Background: an optimization exercise with open tools, aiming at small area. Do not read the settings as production practice.
In this exercise RTL edits were held to simulation tests only and were not proved equivalent to the original.
No activity file was given, so power comes from the tool's default toggle rates.

==> flow/design.v <==
module slip_deframer (
    input  wire        clk,
    input  wire        rst,
    input  wire        rx_valid,
    input  wire [7:0]  rx_data,
    output wire        frame_done,    
    output wire        short_pkt,     
    output wire        short_val,     
    output wire [2:0]  pcls,          
    output reg  [7:0]  p2_n,          
    output reg  [31:0] value_n,       
    output wire        bad_esc,       
    output wire        ovf            
);
    reg [7:0] len;
    reg       esc;
    reg [2:0] cls;                    
    wire idle  = (len == 8'd0);
    wire is_c0 = (rx_data == 8'hC0);
    wire is_db = (rx_data == 8'hDB);
    wire is_dx = (rx_data[7:1] == 7'b1101_110);    
    wire in_frame = rx_valid && !idle && !esc;
    wire in_esc   = rx_valid && !idle && esc;
    wire do_end   = in_frame && is_c0 && (len != 8'd1);
    wire do_bad   = in_esc && !is_dx;
    wire do_app   = (rx_valid && idle && is_c0) ||
                    (in_frame && !is_db && !(is_c0 && len == 8'd1)) ||
                    (in_esc && is_dx);
    wire full     = len[7];
    wire store    = do_app && !full;
    wire [7:0] app_byte = esc ? {2'b11, 1'b0, rx_data[0], rx_data[0], 1'b0,
                                 rx_data[0], rx_data[0]} : rx_data;
    always @(posedge clk) begin
        if (rst || do_end || do_bad)
            len <= 8'd0;
        else if (store)
            len <= len + 8'd1;
    end
    always @(posedge clk) begin
        if (rx_valid)
            esc <= !idle && !esc && is_db;
    end
    wire [7:0] b = rx_data;
    wire op_like = !esc && b[7:4] == 4'h0 && !b[0] &&
                   (b[3:1] == 3'b100 || b[3:1] == 3'b101 || b[3:1] == 3'b001 || b[3:1] == 3'b010);
    wire [2:0] bcls = op_like ? {1'b0, !b[3], b[2] | (b[3] & b[1])} : 3'b100;
    always @(posedge clk) begin
        if (store && len == 8'd1)
            cls <= (!esc && b == 8'h01) ? 3'b100 : 3'b110;
        else if (store && len == 8'd2 && cls[2:1] != 2'b11)
            cls <= bcls;
        if (store && len == 8'd3)
            p2_n <= ~app_byte;
        if (store && len < 8'd9)
            value_n <= {~app_byte, value_n[31:8]};
    end
    assign frame_done = do_end;
    assign short_pkt  = (len < 8'd4) || (cls[2:1] == 2'b11);
    assign short_val  = (len < 8'd9);
    assign pcls       = cls;
    assign bad_esc    = do_bad;
    assign ovf        = do_app && full;
endmodule
module rom_req_tx (
    input  wire        clk,
    input  wire        rst,
    input  wire        start,
    input  wire [1:0]  kind,          
    input  wire [31:0] arg0,
    input  wire [31:0] arg1,
    output wire        busy,
    output wire        tx_valid,
    output reg  [7:0]  tx_data,
    input  wire        tx_ready
);
    reg [5:0] pos;
    reg       esc2;
    assign busy     = pos[5] | pos[4] | pos[3] | pos[0];      
    assign tx_valid = busy;
    wire k_sync = (kind == 2'd0);
    wire k_fb   = (kind == 2'd2);
    wire hdr   = (pos[5:3] == 3'b001);                         
    wire w0    = pos[4] & ~pos[3] & ~pos[2];                   
    wire sel_a = w0 & (kind[1] ^ kind[0]);                     
    wire sel_n = k_fb & pos[4] & ~pos[3] & pos[2];             
    wire sel_b = k_fb & pos[4] & pos[3] & pos[2];              
    wire [3:0] bk = {pos[1:0] == 2'd3, pos[1:0] == 2'd2, pos[1:0] == 2'd1, pos[1:0] == 2'd0};
    wire [3:0] sa = {4{sel_a}} & bk;
    wire [3:0] sn = {4{sel_n}} & bk;
    wire [3:0] sb = {4{sel_b}} & bk;
    wire [7:0] ma = ({8{sa[0]}} & arg0[31:24]) | ({8{sa[1]}} & arg0[23:16]) |
                    ({8{sa[2]}} & arg0[15:8])  | ({8{sa[3]}} & arg0[7:0]);
    wire [7:0] mn = ({8{sn[1]}} & {2'b00, arg0[31:26]}) | ({8{sn[2]}} & arg0[25:18]) |
                    ({8{sn[3]}} & arg0[17:10]);
    wire [7:0] mb = ({8{sb[0]}} & arg1[31:24]) | ({8{sb[1]}} & arg1[23:16]) |
                    ({8{sb[2]}} & arg1[15:8])  | ({8{sb[3]}} & arg1[7:0]);
    wire c3  = (arg0[9:0] != 10'd0);
    wire c2  = c3 & (&arg0[17:10]);
    wire c1  = c2 & (&arg0[25:18]);
    wire cin = (sn[1] & c1) | (sn[2] & c2) | (sn[3] & c3);
    wire [7:0] nb  = (ma | mn) + {7'd0, cin};
    wire [7:0] dbyte = nb | mb;
    wire close = k_sync ? (pos[5] & pos[4] & pos[2]) :        
                 k_fb   ? pos[5] :                            
                          (pos[4] & pos[2]);                  
    wire open  = ~pos[5] & ~pos[4] & ~pos[3] & pos[0];         
    reg [7:0] cbyte;                                           
    always @(*) begin
        cbyte = 8'h00;
        if (open || close)                                     
            cbyte = 8'hC0;
        else if (hdr && pos[2:0] == 3'd1)
            cbyte = {4'h0, ~kind[1], kind[1] & kind[0], kind[1] ^ kind[0], 1'b0};
        else if (hdr && pos[2:0] == 3'd2)
            cbyte = k_sync ? 8'h24 : k_fb ? 8'h10 : 8'h04;
        else if (w0 && !pos[5] && k_sync)
            cbyte = (pos[1:0] == 2'd0 || pos[1:0] == 2'd1) ? 8'h07 :
                    (pos[1:0] == 2'd2) ? 8'h12 : 8'h20;
        else if (k_sync && !hdr)
            cbyte = 8'h55;
        else if (k_fb && pos[4:0] == 5'd26)
            cbyte = 8'h04;
    end
    wire [7:0] p       = dbyte | cbyte;
    wire       special = (dbyte == 8'hC0) || (dbyte == 8'hDB);
    always @(*) begin
        tx_data[7] = p[7];
        tx_data[6] = p[6];
        tx_data[5] = p[5];
        tx_data[4] = p[4] | special;
        tx_data[3] = p[3] | special;
        tx_data[2] = p[2] | esc2;
        tx_data[1] = (p[1] | special) & ~esc2;
        tx_data[0] = p[0] | (special & ~esc2);
    end
    always @(posedge clk) begin
        if (rst || (tx_ready && close))
            pos <= 6'd6;
        else if (start || (busy && tx_ready && (esc2 || !special)))
            pos <= pos + 6'd1;
    end
    always @(posedge clk) begin
        if (start)
            esc2 <= 1'b0;
        else if (busy && tx_ready)
            esc2 <= !esc2 && special;
    end
endmodule
module slip_rom_link (
    input  wire        clk,
    input  wire        rst,
    input  wire        req_valid,
    output wire        req_ready,
    input  wire [1:0]  req_kind,      
    input  wire [31:0] req_arg0,
    input  wire [31:0] req_arg1,
    input  wire        cancel,        
    output wire        tx_valid,
    output wire [7:0]  tx_data,
    input  wire        tx_ready,
    input  wire        rx_valid,
    input  wire [7:0]  rx_data,
    output reg         cpl_valid,
    output wire [4:0]  cpl_code,
    output wire [7:0]  cpl_op,
    output wire [7:0]  cpl_status,
    output wire [31:0] cpl_value,
    output reg  [3:0]  diag,
    input  wire        diag_clr
);
    reg        pend_await;
    reg [1:0]  kind;           
    reg [31:0] arg0, arg1;
    wire tx_busy;
    assign req_ready = !pend_await && !tx_busy;
    wire accept = req_valid && req_ready;
    always @(posedge clk) begin
        if (accept) begin
            kind <= req_kind;
            arg0 <= req_arg0;
            arg1 <= req_arg1;
        end
    end
    rom_req_tx u_tx (
        .clk      (clk),
        .rst      (rst),
        .start    (accept),
        .kind     (kind),
        .arg0     (arg0),
        .arg1     (arg1),
        .busy     (tx_busy),
        .tx_valid (tx_valid),
        .tx_data  (tx_data),
        .tx_ready (tx_ready)
    );
    assign cpl_op = {4'h0, ~kind[1], kind[1] & kind[0], kind[1] ^ kind[0], 1'b0};
    wire        frame_done, short_pkt, short_val, bad_esc, ovf;
    wire [2:0]  pcls;
    wire [7:0]  p2_n;
    wire [31:0] pvalue_n;
    slip_deframer u_rx (
        .clk        (clk),
        .rst        (rst),
        .rx_valid   (rx_valid),
        .rx_data    (rx_data),
        .frame_done (frame_done),
        .short_pkt  (short_pkt),
        .short_val  (short_val),
        .pcls       (pcls),
        .p2_n       (p2_n),
        .value_n    (pvalue_n),
        .bad_esc    (bad_esc),
        .ovf        (ovf)
    );
    wire match     = !pcls[2] && (pcls[1:0] == kind);
    wire is_read   = (kind == 2'd1);
    wire st_fail   = (p2_n != 8'hFF);
    wire good      = frame_done && !short_pkt && pend_await && match;
    wire set_proto = (frame_done && short_pkt) || (good && !st_fail && is_read && short_val);
    wire set_late  = frame_done && !short_pkt && !(pend_await && match);
    wire wire_fire = pend_await && (bad_esc || (frame_done && short_pkt) || good);
    wire c_fire    = wire_fire || (cancel && pend_await);
    wire ok        = good && !st_fail && !(is_read && short_val);
    reg cf, c1, c0;
    always @(posedge clk) begin
        cf <= !ok;
        c1 <= !wire_fire || bad_esc;
        c0 <= !wire_fire || (!bad_esc && set_proto);
    end
    assign cpl_code   = {cf, 2'b00, c1, c0};
    wire   st_hide    = ~(cf & ~c1 & ~c0);
    wire   val_hide   = ~(~cf & is_read);
    assign cpl_status = ~(p2_n | {8{st_hide}});
    assign cpl_value  = ~(pvalue_n | {32{val_hide}});
    always @(posedge clk) begin
        if (rst) begin
            pend_await <= 1'b0;
            cpl_valid  <= 1'b0;
            diag       <= 4'b0000;
        end else begin
            if (accept)
                pend_await <= 1'b1;
            else if (c_fire)
                pend_await <= 1'b0;
            cpl_valid <= c_fire;
            diag <= (diag & {4{~diag_clr}}) | {set_late, set_proto, bad_esc, ovf};
        end
    end
endmodule
==> flow/flow/run.sh <==
#!/bin/bash
set -euo pipefail
here=$PWD
rm -rf "$here/scripts_area"
mkdir -p "$here/scripts_area"
cp -r "$FLOW_HOME"/scripts/. "$here/scripts_area/"
cp "$here/flow/abc.script" "$here/scripts_area/abc_speed.script"
cp "$here/flow/abc.script" "$here/scripts_area/abc_area.script"
bash standard.sh SCRIPTS_DIR="$here/scripts_area" ADDER_MAP_FILE= synth > synth.log 2>&1
bash standard.sh \
  BUFFER_PORTS_ARGS="-buffer_cell sky130_fd_sc_hd__buf_1" \
  CTS_ARGS="-sink_clustering_enable -repair_clock_nets -dont_use_dummy_load -buf_list sky130_fd_sc_hd__clkbuf_4 -sink_clustering_size 12 -sink_clustering_max_diameter 50" \
  finish > layout.log 2>&1
==> flow/flow/abc.script <==
strash
&get -n
&fraig -x
&put
dc2
strash
&get -n
&dch -f
&nf -R 1000
&put
==> flow/standard.sh <==
#!/bin/bash
# synth_recipe.tcl (not shown) runs the flow's synth.tcl, then flattens the netlist and writes it again
# the make line also repeats each setting of config.mk as NAME=value (left out here)
make -C /OpenROAD-flow-scripts/flow DESIGN_CONFIG=/design/flow/config.mk WORK_HOME=/design/flow/orfs CLKGATE_MAP_FILE= SYNTH_SCRIPT=/design/flow/synth_recipe.tcl "${@:-finish}"
==> flow/config.mk <==
export PLATFORM = sky130hd
export DESIGN_NAME = slip_rom_link
export DESIGN_NICKNAME = slip_rom_link
export VERILOG_FILES = /design/flow/design.v
export SDC_FILE = /design/flow/constraint.sdc
export NUM_CORES = 4
export LEC_CHECK = 0
export CAP_MARGIN = 20
export CORE_MARGIN = 2
export CORE_UTILIZATION = 60
export PLACE_DENSITY = 0.7
export SLEW_MARGIN = 20
==> flow/constraint.sdc <==
create_clock -name core_clock -period 10.0 [get_ports {clk}]
set_input_delay 2.0000 -clock core_clock [delete_from_list [all_inputs] [get_ports {clk}]]
set_output_delay 2.0000 -clock core_clock [all_outputs]
set_load 0.01 [all_outputs]
==> results of run 1 <==
power by group:
| part | switching (W) | internal [W] | total, W |
|---|---|---|---|
| logic | 0.000102 | 0.0000434 | 0.000146 |
| registers | 0.0000540 | 0.000692 | 0.000746 |
| clock network | 0.000155 | 0.0000778 | 0.000233 |
sequential cells by signal (all words and copies together), names as in the netlist:
register and flops:
arg0 32, arg1 32, c0 1, c1 1, cf 1, cpl_valid 1, diag 4, kind 2
pend_await 1, u_rx.cls 3, u_rx.esc 1, u_rx.len 8, u_rx.p2_n 8, u_rx.value_n 32, u_tx.esc2 1, u_tx.pos 6
through the flow:
step                power, W  hold WS (ps)  util, %  instance area, sq um  worst slack (ps)
detailed placement  0.000901           433     68.2                  6270              3330
CTS                  0.00113           428     69.6                  6400              2760
global placement    0.000900           430     68.2                  6270              3400
floorplan           0.000833           427        -                  5660              4080
finish               0.00112           430     69.6                  6400              2660
global route         0.00118           435     69.6                  6400              2120
cells by family (layout without fill, tap and decap cells):
logic type / count (synthesis) / after routing
multiplexers: 2 / 2
AND/OR/NAND/NOR: 219 / 219
XOR/XNOR: 9 / 9
AO/OA/AOI/OAI: 83 / 83
other: 1 / 7
flip-flops: 134 / 134
buffers and inverters: 15 / 166
cells in the mapped netlist, drive strengths merged, types with 2 or more instances:
cell	count	area, sq um
nand4	11	68.8
a31oi	4	25.0
nor2	84	315
a22oi	5	37.5
a21oi	27	135
or2	2	12.5
o21a	3	22.5
o21ai	11	55.1
a21o	2	15.0
a221oi	3	26.3
a222oi	20	200
nor4	4	25.0
clkinv	5	18.8
xor2	4	35.0
a221o	2	20.0
dfxtp	24	480
nor3	15	75.1
nand2b	9	56.3
nor2b	12	75.1
nor3b	5	37.5
nand2	29	109
and3	12	75.1
buf	10	75.1
nand3	16	80.1
xnor2	5	43.8
nand4b	2	17.5
a21boi	2	15.0
and2	6	37.5
or3	7	43.8
edfxtp	110	3300
mux2i	2	20.0
cell usage in the layout, fill, tap and decap left out, types with 6 or more instances in the layout:
cell / count
nand2b_1: 9
a222oi_1: 20
nand3_1: 16
o21ai_0: 11
and2_0: 6
conb_1: 7
and3_1: 12
nand4_1: 11
nand2_1: 29
nor2_1: 84
nor3_1: 15
edfxtp_1: 110
dfxtp_1: 24
buf_1: 141
nor2b_1: 11
or3_1: 7
clkbuf_4: 17
a21oi_1: 27
layer usage:
metal  share of wire [%]  up-vias  global-route usage [%]
met5                   0        -                       0
met3                 9.8       22                    6.52
li1                    -     2073                       -
met2                  46      279                    39.1
met4                 1.6        0                    9.04
met1                  43     2033                    36.9
final timing paths:
check / endpoint / from / depth (start not counted)
max: tx_data[0] / kind[0] / 18
min: u_rx.value_n[22] / u_rx.value_n[30] / 0
max reg2reg: u_tx.pos[5] / kind[0] / 22
min reg2reg: u_rx.value_n[22] / u_rx.value_n[30] / 0
layout make-up:
cell class / instances / area (sq um) / area share [%]
Timing Repair Buffer: 144 / 552 / 8.62
Inverter: 5 / 18.8 / 0.293
Sequential cell: 134 / 3780 / 59.1
Tap cell: 111 / 139 / 2.17
Multi-Input combinational cell: 320 / 1780 / 27.8
Clock buffer: 17 / 128 / 1.99
==> metrics.cfg, run 1 <==
[critical_path]
cpMostUsedCell=nor2b_1
start_kind=flop
cp.required_ps=8000
critPathSlowestCell=nor3_1
endpoint_kind=primary output
cp_max_fo=8
critPathTopFamily=simple AND/OR/NAND/NOR gates
setup.worst_path.class=flop to primary output
cpPeakStageDelay_ps=750
crit_buf_inv=1
cp.arrival_ps=5340
path_cells=nand2b_1 -> nand2_1 -> nand3_1 -> nor3_1 -> a222oi_1 -> a21oi_1 -> nor2b_1 -> nor2b_1 -> nor2b_1 -> nor2b_1 -> xnor2_1 -> a221o_1 -> a221oi_1 -> and3_1 -> nand4_1 -> or2_0 -> nand3_1 -> buf_1
reg2reg_slack_ps=4310

[clock_tree]
clk_path_buf_depth=2
clk_pin_slew_ps=110
cts_hold_buf=0
cts_tree=built
cts_sinks=134
htreeDepth=4
cts_buffers=17
insertion_delay_ps=510
cts_root_buf=clkbuf_4
cts_resized=0
post-cts-setup-buffers=0

[timing]
clock_skew_ps=49.6
drv_slew=0
setup_tns_ps=0
finalSetupViolCount=0
rsz0062_at_grt=no
slew_headroom_pct=32.4
fmax_ghz=0.136
finalHoldViolations=0
period_needed_ps=7340
worst_pin_slew_ps=1010
fin_crit_sh_pct=73.4

[placement]
gp_congestion=0.914
io_buffers=141
hpwl_microns=9260
placedCellCount=714

[synthesis]
synthMuxAreaShare_pct=0.355
yosysWarnings=3
synth_top_family_by_area=simple AND/OR/NAND/NOR gates
yosysSeqAreaShare_pct=67.2
syn_avg_cell_area_sq_um=12.2
synthesis.area_sq_mm=0.00563
synth-compound-area-share_pct=10.3
synth-edff-count=110
synthSimpleGateAreaFrac_pct=19.0
synth-xor-area-share_pct=1.40
async_flop_share_pct=0
ys_ff_latch=134
ys_types=41
synthAdderAreaFrac_pct=0
ys.flop_type=edfxtp_1
syn-instance-count=463

[global_routing]
grt_max_degree=68
grt_usage_pct=25.9
grt_pass1_wl_microns=20000
grt_pass1_vias=4050
grt_overflow_total=0
antenna_found_initial=0

[drt]
drc_errors=0
wl_per_cell_microns=17.6
firstDrtPassIters=5
drt-initial-drc-count=407
routed_wl_microns=12900
via_per_inst=6.03
ant_nets=0
vias=4407

[outcome]
status=no timing/DRC/antenna violations

[finish]
final_cells=731
final_nets=703
diodes=0
areaGrowthSynthToFinish_pct=13.6
fillers=680
drive_above_1_share_pct=3.55

[floorplanning]
rows=35
core_sq_mm=0.00920
io_pins=149
die_x_microns=101
dieHeight_microns=101
dieArea_sq_mm=0.0102
initial_core_util_pct=61.3

[run]
max-cap-violations=0

[power]
ir_worst_vdd_uv=207
pwr_density_cell_mw_per_mm2=176
p_leak_nw=2.09

[min_path]
hp-class=flop to flop

==> inputs of run 2 (changes only) <==
--- a/flow/config.mk
+++ b/flow/config.mk
@@ -7,6 +7,7 @@
 export LEC_CHECK = 0
 export CAP_MARGIN = 20
 export CORE_MARGIN = 2
-export CORE_UTILIZATION = 60
-export PLACE_DENSITY = 0.7
+export CORE_UTILIZATION = 40
+export GPL_TIMING_DRIVEN = 0
+export PLACE_DENSITY = 0.6
 export SLEW_MARGIN = 20
==> run 2 against run 1 <==
  * Routed wire length is 4.9% higher
  * Critical path type unchanged
  * Via count is 2.0% lower
  * Highest routed layer unchanged
  * Non-clock buffer count is 10 higher
  * Still clean on timing, DRC and antenna
  * Design area is 3.2% higher
  * Setup slack worse by 280 ps
  * Sequential cell count stayed put
  * Worst hold slack better by 16 ps
  * Clock power is 3% higher
  * Count of clock-buffer cells in the layout stayed put
==> metrics.cfg, run 2 <==
[outcome]
status=no timing/DRC/antenna violations

[timing]
rsz0062_at_grt=no
fin_crit_sh_pct=76.2  ; +2.8 points
slew_headroom_pct=36.4  ; +4.1 points
finalSetupViolCount=0  ; unchanged
clock_skew_ps=35.1  ; -14.5 ps
drv_slew=0  ; unchanged
worst_pin_slew_ps=946  ; -68.6 ps
worst_slack_ps=2380  ; -277 ps
finalHoldViolations=0  ; unchanged
fmax_ghz=0.131  ; -3.6%
period_needed_ps=7620  ; +277 ps
setup_tns_ps=0  ; unchanged

[clock_tree]
cts_tree=built
insertion_delay_ps=550  ; +40 ps
cts_resized=0  ; unchanged
cts_root_buf=clkbuf_4
cts_sinks=134  ; unchanged
clk_path_buf_depth=2  ; unchanged
post-cts-setup-buffers=0  ; unchanged
htreeDepth=4  ; unchanged
cts_hold_buf=0  ; unchanged
clk_pin_slew_ps=120  ; about the same
cts_buffers=17  ; unchanged

[critical_path]
crit_start=kind[1]
reg2reg_slack_ps=4190  ; -120 ps
endpoint_kind=primary output
r2r_cells=23  ; +4.5%
cp_max_fo=8  ; unchanged
reg2reg_from=kind[1]
setup.worst_path.class=flop to primary output
cp.arrival_ps=5620  ; +280 ps
start_kind=flop
r2r-end=u_tx.pos[5]
cp.required_ps=8000  ; about the same

[global_routing]
grt_overflow_total=0  ; unchanged
antenna_found_initial=1  ; +1
grt_pass1_vias=3969  ; -2.0%
grt_usage_pct=18.0  ; -7.8 points
grt_pass1_wl_microns=20400  ; +1.9%
grt_max_degree=42  ; -38%

[placement]
io_buffers=141  ; unchanged
hpwl_microns=10100  ; +8.7%
placedCellCount=793  ; +11%
gp_congestion=0.916  ; +0.25%
dp_slack_ps=2970  ; -369 ps

[min_path]
hp-class=flop to flop
hold_path_end=u_rx.value_n[23]
min_path_cells=0  ; unchanged
worstHoldStart=u_rx.value_n[31]

[finish]
drive_above_1_share_pct=5.24  ; +1.7 points
final_util_pct=47.8  ; -22 points
final_common_cell=buf_1
final_nets=713  ; +1.4%
fillers=1291  ; +90%
layout_common_cells=buf_1, edfxtp_1, nor2_1
final_cells=811  ; +11%
areaGrowthSynthToFinish_pct=17.3
reg_top3=arg0 (32), arg1 (32), u_rx.value_n (32)

[power]
p_leak_nw=2.15  ; +2.8%
ir_worst_vdd_uv=81.1  ; -61%
pwr_density_cell_mw_per_mm2=172  ; -2.1%

[synthesis]
yosysTopAreaCell=edfxtp_1
synthTopCellsByCount=edfxtp_1, nor2_1, nand2_1
synth_area_leaders=edfxtp_1, dfxtp_1, nor2_1
synth-edff-count=110  ; unchanged
async_flop_share_pct=0  ; unchanged
ys.flop_type=edfxtp_1
synthesis.area_sq_mm=0.00563  ; unchanged
yosysWarnings=3  ; unchanged
yosysSeqAreaShare_pct=67.2  ; unchanged
ys_ff_latch=134  ; unchanged
syn-instance-count=463  ; unchanged
syn_avg_cell_area_sq_um=12.2  ; unchanged
synth_top_cell_area_share_pct=58.6  ; unchanged
synth.most_common_cell=edfxtp_1
ys_types=41  ; unchanged

[floorplanning]
rows=43  ; +23%
die_x_microns=123  ; +22%
core_sq_mm=0.0138  ; +50%
dieArea_sq_mm=0.0151  ; +48%
initial_core_util_pct=40.7  ; -21 points
dieHeight_microns=123  ; +22%
io_pins=149  ; unchanged

[drt]
via_per_inst=5.32  ; -12%
firstDrtPassIters=6  ; +1
drc_errors=0  ; unchanged
routed_wl_microns=13500  ; +4.9%
vias=4317  ; -2.0%
ant_nets=0  ; unchanged
drt-initial-drc-count=507  ; +25%
wl_per_cell_microns=16.7  ; -5.4%

[run]
max-cap-violations=0  ; unchanged

run 2: layout make-up:
class / count / area [sq um] / area share, %
flip-flops and latches: 134 / 3780 / 57.2
multi-input cells: 320 / 1790 / 27.1
repair buffers: 144 / 584 / 8.84
well taps: 180 / 225 / 3.41
clock buffers: 17 / 128 / 1.93
plain buffers: 10 / 75.1 / 1.14
inverters: 5 / 20.0 / 0.303
diodes: 1 / 2.50 / 0.0379
run 2: layer usage:
layer | part of all wire [%] | up-vias | GRT usage (%) | wire length [microns]
met1 | 44 | 2024 | 24.6 | 5990
met3 | 8.1 | 14 | 5.90 | 1100
met4 | 1.3 | 0 | 6.32 | 179
met5 | 0 | - | 0 | 0
met2 | 46 | 183 | 27.0 | 6250
li1 | - | 2096 | - | -
run 2: logic make-up (layout without fill, tap and decap cells):
kind of cell / count (synthesis) / in the layout / synth area share [%]
other: 1 / 8 / 0.0666
buffers and inverters: 15 / 176 / 1.67
AND/OR/NAND/NOR: 219 / 219 / 19.0
flip-flops: 134 / 134 / 67.2
AO/OA/AOI/OAI: 83 / 83 / 10.3
XOR/XNOR: 9 / 9 / 1.40
multiplexers: 2 / 2 / 0.355
run 2: metrics by stage:
step / hold WS (ps) / instance area [sq um] / power (W)
3_3_place_gp: 433 / 6410 / 0.000904
6_report: 446 / 6610 / 0.00114
5_1_grt: 459 / 6610 / 0.00120
4_1_cts: 448 / 6610 / 0.00115
2_1_floorplan: 427 / 5660 / 0.000833
3_5_place_dp: 435 / 6480 / 0.000912
run 2: worst max-delay path by stage:
| stage | end | cells after the start |
|---|---|---|
| floorplan | tx_data[0] | 18 |
| global placement | tx_data[0] | 19 |
| detailed placement | tx_data[0] | 19 |
| CTS | tx_data[0] | 19 |
| global route | tx_data[0] | 19 |
| finish | tx_data[0] | 19 |
run 2: where the power goes:
group / switching (W) / leakage [nW] / total (W) / internal [W]
clock network: 0.000162 / 0.0782 / 0.000239 / 0.0000774
registers: 0.0000506 / 1.22 / 0.000742 / 0.000691
logic: 0.000107 / 0.851 / 0.000156 / 0.0000489
total: 0.000320 / 2.15 / 0.00114 / 0.000817
run 2: critical path: stages (launching register included):
cell	delay (ps)
edfxtp_1	520
clkinv_1	160
nand2_1	140
nand2_1	190
nand3_1	160
nor3_1	760
a222oi_1	300
a21oi_1	260
nor2b_1	270
nor2b_1	250
nor2b_1	220
nor2b_1	200
xnor2_1	110
a221o_1	280
a221oi_1	300
and3_1	240
nand4_1	160
or2_0	270
nand3_1	110
buf_1	170
==> inputs of run 3 (changes only) <==
--- a/flow/config.mk
+++ b/flow/config.mk
@@ -8,6 +8,5 @@
 export CAP_MARGIN = 20
 export CORE_MARGIN = 2
 export CORE_UTILIZATION = 40
-export GPL_TIMING_DRIVEN = 0
 export PLACE_DENSITY = 0.6
 export SLEW_MARGIN = 20
==> run 3 against run 2 <==
  * Still clean
  * Register-to-register slack improved by 180 ps
  * Area after synthesis stayed put
  * Total power decreased by 0.58%
  * Global-route usage shrank 0.19 points
  * Combinational power fell by 3%
  * Via count shrank 1.2%
  * Maximum frequency is 3.6% higher
  * Die area stayed put
  * Design area down 1.7%
  * Sequential share of layout area increased by 0.98 points
  * Critical path depth stayed put
  * Synthesized cell count unchanged
  * Critical path type unchanged
==> metrics.cfg, run 3 <==
[floorplanning]
dieArea_sq_mm=0.0151  ; unchanged
io_pins=149  ; unchanged
dieHeight_microns=123  ; unchanged
die_x_microns=123  ; unchanged
initial_core_util_pct=40.7  ; unchanged
rows=43  ; unchanged
core_sq_mm=0.0138  ; unchanged

[global_routing]
grt_max_degree=68  ; +62%
grt_usage_pct=17.8  ; -0.19 points
grt_pass1_vias=3923  ; -1.2%
antenna_found_initial=1  ; unchanged
grt_overflow_total=0  ; unchanged
grt_pass1_wl_microns=20000  ; -2.0%

[outcome]
status=no timing/DRC/antenna violations

[clock_tree]
clk_pin_slew_ps=100  ; -20 ps
insertion_delay_ps=530  ; -20 ps
cts_root_buf=clkbuf_4
clk_path_buf_depth=2  ; unchanged
htreeDepth=4  ; unchanged
cts_sinks=134  ; unchanged
post-cts-setup-buffers=0  ; unchanged
cts_resized=0  ; unchanged
cts_buffers=17  ; unchanged
cts_tree=built
cts_hold_buf=0  ; unchanged

[drt]
wl_met1_microns=6060  ; +1.1%
routed_wl_microns=13400  ; -1.1%
dr.max_layer_used=met4
vias=4265  ; -1.2%
drc_errors=0  ; unchanged
drt-initial-drc-count=578  ; +14%
ant_nets=0  ; unchanged
firstDrtPassIters=8  ; +2
wl_met2_microns=6050  ; -3.2%
wl_per_cell_microns=16.7  ; about the same
wl_met3_microns=1030  ; -6.5%
via_per_inst=5.32  ; about the same

[critical_path]
cp.depth=19  ; unchanged
cp-endpoint=tx_data[0]
r2r_cells=23  ; unchanged
crit_buf_inv=1  ; -1
cp.required_ps=8000  ; about the same
endpoint_kind=primary output
r2r-end=u_tx.pos[5]
path_cells=nand2b_1 -> or3_1 -> nor2_1 -> a21oi_1 -> nor3_1 -> o21ai_0 -> a21oi_1 -> nor2b_1 -> nor2b_1 -> nor2b_1 -> nor2b_1 -> xnor2_1 -> a221o_1 -> a221oi_1 -> and3_1 -> nand4_1 -> or2_0 -> nand3_1 -> buf_1
start_kind=flop
reg2reg_from=kind[0]
critPathTopFamily=simple AND/OR/NAND/NOR gates
cp_max_fo=9  ; +1
cpMostUsedCell=nor2b_1
cpPeakStageDelay_ps=530  ; -230 ps
critPathSlowestCell=edfxtp_1
crit_start=kind[0]
cp.arrival_ps=5350  ; -270 ps
reg2reg_slack_ps=4370  ; +180 ps
setup.worst_path.class=flop to primary output

[finish]
final_nets=704  ; -1.3%
final_common_cell=buf_1
drive_above_1_share_pct=3.70  ; -1.5 points
areaGrowthSynthToFinish_pct=15.3
final_util_pct=47.0  ; -0.81 points
layout_common_cells=buf_1, edfxtp_1, nor2_1
fillers=1307  ; +1.2%
reg_top3=arg0 (32), arg1 (32), u_rx.value_n (32)
final_area_sq_mm=0.00650  ; -1.7%

[timing]
fin_crit_sh_pct=73.5  ; -2.6 points
finalHoldViolations=0  ; unchanged
setup_tns_ps=0  ; unchanged
finalSetupViolCount=0  ; unchanged
timing.hold.ws_ps=443  ; -3.60 ps
worst_pin_slew_ps=833  ; -113 ps
fmax_ghz=0.136  ; +3.6%
rsz0062_at_grt=no
clock_skew_ps=34.6  ; -0.416 ps
drv_slew=0  ; unchanged
period_needed_ps=7350  ; -265 ps
slew_headroom_pct=44.1  ; +7.6 points

[synthesis]
synthesis.area_sq_mm=0.00563  ; unchanged
ys.flop_type=edfxtp_1
ys_types=41  ; unchanged
synthTopCellsByCount=edfxtp_1, nor2_1, nand2_1
async_flop_share_pct=0  ; unchanged
syn_avg_cell_area_sq_um=12.2  ; unchanged
synth_area_leaders=edfxtp_1, dfxtp_1, nor2_1
yosysTopAreaCell=edfxtp_1
synth_top_cell_area_share_pct=58.6  ; unchanged
yosysSeqAreaShare_pct=67.2  ; unchanged
yosysWarnings=3  ; unchanged
syn-instance-count=463  ; unchanged
ys_ff_latch=134  ; unchanged
synth.most_common_cell=edfxtp_1
synth-edff-count=110  ; unchanged

[power]
p_leak_nw=2.09  ; -2.6%
ir_worst_vdd_uv=61.0  ; -25%
pwr_density_cell_mw_per_mm2=174  ; +1.1%

[placement]
gp_congestion=0.969  ; +5.7%
hpwl_microns=9900  ; -1.6%
postPlaceCellArea_sq_mm=0.00637  ; -1.7%
io_buffers=141  ; unchanged

[min_path]
hp-class=flop to flop

[run]
max-cap-violations=0  ; unchanged

[run 3: layout make-up]
cell class,count,area [sq um],area share [%]
clock buffer,17,128,1.96
antenna,1,2.50,0.0385
inverter,5,18.8,0.289
timing repair buffer,145,559,8.61
tap,180,225,3.47
sequential,134,3780,58.2
multi-input combinational,320,1780,27.4
[run 3: through the flow]
step / setup WS [ps] / total power (W) / instances
2_1_floorplan: 4080 / 0.000833 / 469
3_3_place_gp: 3570 / 0.000902 / 784
3_5_place_dp: 3270 / 0.000907 / 784
4_1_cts: 2630 / 0.00114 / 801
5_1_grt: 2150 / 0.00118 / 802
6_report: 2650 / 0.00113 / 802
[run 3: cell families (layout without fill, tap and decap cells)]
group	Yosys count	in the layout	synth area share, %
AOI/OAI and AO/OA	83	83	10.3
DFF	134	134	67.2
other	1	8	0.0666
buffers and inverters	15	167	1.67
xor gates and xnor gates	9	9	1.40
muxes	2	2	0.355
and+or+nand+nor	219	219	19.0
[run 3: power breakdown]
group	internal [W]	total (W)	switching, W
registers	0.000692	0.000743	0.0000509
logic	0.0000434	0.000151	0.000107
clock network	0.0000775	0.000236	0.000159
[run 3: layer usage]
layer / global-route usage [%] / vias to the layer above
met3: 6.27 / 22
li1: - / 2078
met5: 0 / -
met4: 7.26 / 0
met2: 26.5 / 172
met1: 23.8 / 1993
[run 3: worst min-delay path by stage]
stage          slack (ps)             start  cells past startpoint          endpoint
3_5_place_dp          430  u_rx.value_n[19]                      0  u_rx.value_n[11]
4_1_cts               440  u_rx.value_n[17]                      0   u_rx.value_n[9]
6_report              440  u_rx.value_n[17]                      0   u_rx.value_n[9]
2_1_floorplan         430   u_rx.value_n[8]                      0   u_rx.value_n[0]
5_1_grt               460  u_rx.value_n[18]                      0  u_rx.value_n[10]
3_3_place_gp          430  u_rx.value_n[14]                      0   u_rx.value_n[6]

==> what the ideal ports hide <==
The flow's constraints put no driver on any port. The routed layouts listed below were extracted and timed again, unchanged, in two steps. Step 1 sets driving cells, clkbuf_16 on the clock port and buf_2 on the other inputs (assumed; they add their load-dependent delay and slew). Step 2 moves the port delays by t, midway between the first and last clock arrival at a register: inputs arrive t later, outputs are due t later. That takes back most of the time a late clock gives input paths. Three values: no drivers, after step 1, after step 2; two values: the first two.
run | t (ns) | setup slack, ns | worst setup path after step 2 | clock arrival spread, ns | worst slew at a driven data input, ns
run 1 | 0.520 | 2.660 / 2.626 / 3.147 | register to output | 0.051 / 0.051 | 0.05
run 2 | 0.570 | 2.382 / 2.349 / 2.919 | register to output | 0.035 / 0.036 | 0.06
run 3 | 0.554 | 2.647 / 2.611 / 3.165 | register to output | 0.035 / 0.034 | 0.06
After both steps setup and hold are still met in every run listed.
